Source: an optimization exercise on an open RTL-to-GDS flow (aim: small area). Production flows keep margins and buffers that such runs may drop.
In this exercise RTL edits were held to simulation tests only and were not proved equivalent to the original.
Power and IR drop assume default switching activity.

P:
Design gpcodec, start of the top module:
module gpcodec #(
    parameter integer CLK_KHZ = 1         
) (
    input  wire         clk,
    input  wire         rst,              
    input  wire         start,
    input  wire [7:0]   op_in,
    input  wire [1:0]   narg_in,
    input  wire [31:0]  a0_in,
    input  wire [31:0]  a1_in,
    input  wire [31:0]  a2_in,
    input  wire [4:0]   rx_sel,
    output wire         busy,
    output wire         done,
    output wire         fail,
    output wire         rvalid,
    output wire [2:0]   rkind,
    output wire [3:0]   fcode,
    output wire [31:0]  cmd,
    output wire [7:0]   rx_byte,
    output wire [5:0]   rxlen,
    output wire [7:0]   r_byte,
    output wire [15:0]  r_u16,
    output wire [8:0]   r_acc_x,
    output wire [8:0]   r_acc_y,
    output wire [8:0]   r_acc_z,
    output wire [31:0]  r_tbits,
    output wire [31:0]  r_hbits,
    output wire [135:0] r_tc100,
  ...
clock: 20.0 ns
lec_check: 0
cap_margin: 20
core_margin: 2
core_utilization: 60
place_density: 0.75
slew_margin: 20
standard.sh (not shown) runs the stock make flow with config.mk's settings and CLKGATE_MAP_FILE= SYNTH_SCRIPT=/design/flow/synth_recipe.tcl, a recipe that flattens the netlist after the stock synthesis.
==> flow/flow/run.sh <==
#!/bin/bash
# Layout flow: the standard ORFS flow (standard.sh) with three changes, all
# aimed at cell area (the timing at 20 ns has a wide margin):
#  - synthesis maps the logic with an area-oriented ABC script (flow/area.abc)
#    instead of ORFS's speed script; everything else in the synthesis is the
#    standard one (synth_recipe.tcl), so the registers are the same;
#  - port buffers are sky130_fd_sc_hd__buf_1 instead of ORFS's default pick;
#  - the clock tree uses clkbuf cells of one size with larger sink clusters and
#    no dummy loads.
# Each tool's output is in standard.log and in orfs/logs/.
set -euo pipefail
work=$(pwd)

# synthesis script: the standard one, with the ABC script swapped
cat > "$work/synth_area.tcl" <<EOT
proc abc {args} {
  set i [lsearch -exact \$args -script]
  if {\$i >= 0} { set args [lreplace \$args [expr {\$i + 1}] [expr {\$i + 1}] $work/flow/area.abc] }
  yosys abc {*}\$args
}
source $work/synth_recipe.tcl
EOT
sed "s#$work/synth_recipe.tcl#$work/synth_area.tcl#" standard.sh > standard_area.sh
grep -q "synth_area.tcl" standard_area.sh

export BUFFER_PORTS_ARGS="-buffer_cell sky130_fd_sc_hd__buf_1"
export CTS_ARGS="-sink_clustering_enable -repair_clock_nets -dont_use_dummy_load -buf_list sky130_fd_sc_hd__clkbuf_8 -sink_clustering_size 16 -sink_clustering_max_diameter 80"
bash standard_area.sh > standard.log 2>&1
==> flow/flow/area.abc <==
strash
&get -n
&deepsyn -T 60
&put
balance
rewrite
refactor
balance
rewrite
rewrite -z
balance
refactor -z
rewrite -z
balance
dch -f
amap
P completed every stage of the flow, and the final layout passed the timing, DRC and antenna checks.
diff inputs: P => Q
diff --git a/flow/design.v b/flow/design.v
--- a/flow/design.v
+++ b/flow/design.v
@@ -142,15 +142,16 @@
         sb = (v <= 8'd32) ? {1'b0, v} : (9'd224 - {1'b0, v});
     endfunction
     reg [2:0]       phase;
     reg [2:0]       fc;               
     reg [31:0]      cmd_r;
     reg [CNT_W-1:0] cnt;              
     reg [5:0]       len;
-    reg [7:0]       rx [0:31];
+    reg [7:0]       rxn [0:31];       
+    wire [7:0]      rx [0:31];
     reg [271:0]     counts;           
     wire [7:0] op = cmd_r[31:24];
     assign busy      = phase[2] || (phase == ENGINE);
     assign done      = (phase == DONE);
     assign fail      = done && (fc != F_NONE);
     assign rvalid    = done && (fc == F_NONE);
     assign fcode     = {1'b0, fc};
@@ -164,15 +165,18 @@
     wire short    = (len < min_len(op));
     wire [7:0] enc_p0 = (narg_in > 2'd0) ? a0_in[7:0] : 8'd0;
     wire [7:0] enc_p1 = (narg_in > 2'd1) ? a1_in[7:0] : 8'd0;
     wire [7:0] enc_p2 = (op_in == OP_LB_SETALL) ? ((narg_in > 2'd1) ? a1_in[15:8] : 8'd0)
                                                 : ((narg_in > 2'd2) ? a2_in[7:0]  : 8'd0);
     wire [CNT_W-1:0] settle_end = delay_ms(op) * CLK_KHZ;
     always @(posedge clk) begin
-        cnt <= (accept || rsp_end) ? {CNT_W{1'b0}} : cnt + 1'b1;
+        if (accept || rsp_end)
+            cnt <= (phase == AWAIT_BLOCK) ? {{(CNT_W-5){1'b0}}, len[4:0]} : {CNT_W{1'b0}};
+        else
+            cnt <= cnt + 1'b1;
         if (rst) begin
             phase <= IDLE;
         end else begin
             case (phase)
                 IDLE, DONE: begin
                     if (accept) begin
                         cmd_r <= {op_in, enc_p0, enc_p1, enc_p2};
@@ -233,26 +237,31 @@
                         phase <= DONE;
                 end
                 default: phase <= IDLE;
             endcase
         end
     end
     wire wr_byte  = (phase == AWAIT_BYTE) && rsp_end;
-    wire [5:0] rot_sum = {1'b0, cnt[4:0]} + {1'b0, len[4:0]};
     wire rot      = (phase == ENGINE) &&
-                    (((cnt[9:5] == 5'd0) && (len[4:0] != 5'd0) && !rot_sum[5]) ||
+                    (((cnt[9:5] == 5'd0) && (cnt[4:0] != 5'd0) && (len[4:0] != 5'd0)) ||
                      ((cnt[9:8] == 2'b10) && (cnt[7:2] == 6'd0)) ||
                      ((cnt[9:8] == 2'b10) && (cnt[7:5] == 3'b111) && (cnt[4:2] != 3'b111)));
     wire rx_shift = (rsp_beat && !len[5]) || wr_byte || rot;
     integer i;
+    genvar k;
+    generate
+        for (k = 0; k < 32; k = k + 1) begin : g_rx
+            assign rx[k] = ~rxn[k];
+        end
+    endgenerate
     always @(posedge clk) begin
         if (rx_shift) begin
             for (i = 0; i < 31; i = i + 1)
-                rx[i] <= rx[i + 1];
-            rx[31] <= rot ? rx[0] : rsp_data;
+                rxn[i] <= rxn[i + 1];
+            rxn[31] <= rot ? rxn[0] : ~rsp_data;
         end
     end
     wire       engine = (phase == ENGINE);
     wire       run    = engine && (cnt[9] ^ cnt[8]);
     wire       dht_ok = (op == OP_DHTREAD) && (fc == F_NONE);
     wire       f_sgn  = rx[4][7];                 
     wire [7:0] f_exp  = {rx[4][6:0], rx[3][7]};
==> run notes <==
The final layouts of P and Q pass the timing, DRC and antenna checks. Looking at initial antenna violation count, Q sits 3 below P. When Q is measured against P, its power dissipated in combinational cells turns out about 50% lower. Compared with P, in Q total instance count after detailed placement decreased by about 3.3% relative to the old numbers; width of the chip decreased by 1.5 um relative to the old numbers. Q: met2 wire length is 1.1 mm lower than what P reported. Relative to P, highest ir drop seen on vdd decreased by about 20% in Q. In Q, post-synthesis to final-layout area growth is lower than in P.

## separate check: timing with driven ports
How much do the figures lean on ideal ports? The routed layouts below were timed once more, with nothing changed but the port constraints. Step 1 sets driving cells, clkbuf_16 on the clock port and buf_2 on the other inputs (assumed; they add their load-dependent delay and slew). Step 2 also shifts input and output timing later by t, the mid clock arrival at the registers, as if the neighbouring blocks saw the same clock. a / b / c = ideal ports / drivers / drivers and shift; a / b = the first two.
run	t, ns	slack for setup (ns)	worst setup path at the end	worst data-port slew with drivers (ns)
P	0.674	7.789 / 7.668 / 7.668	input to output	0.13
Q	0.688	8.603 / 8.497 / 8.497	input to output	0.10
After both steps setup and hold are still met in every run listed. The setup slack of P, which loses most, moves by -0.121 ns with the drivers and by -0.121 ns with both steps.
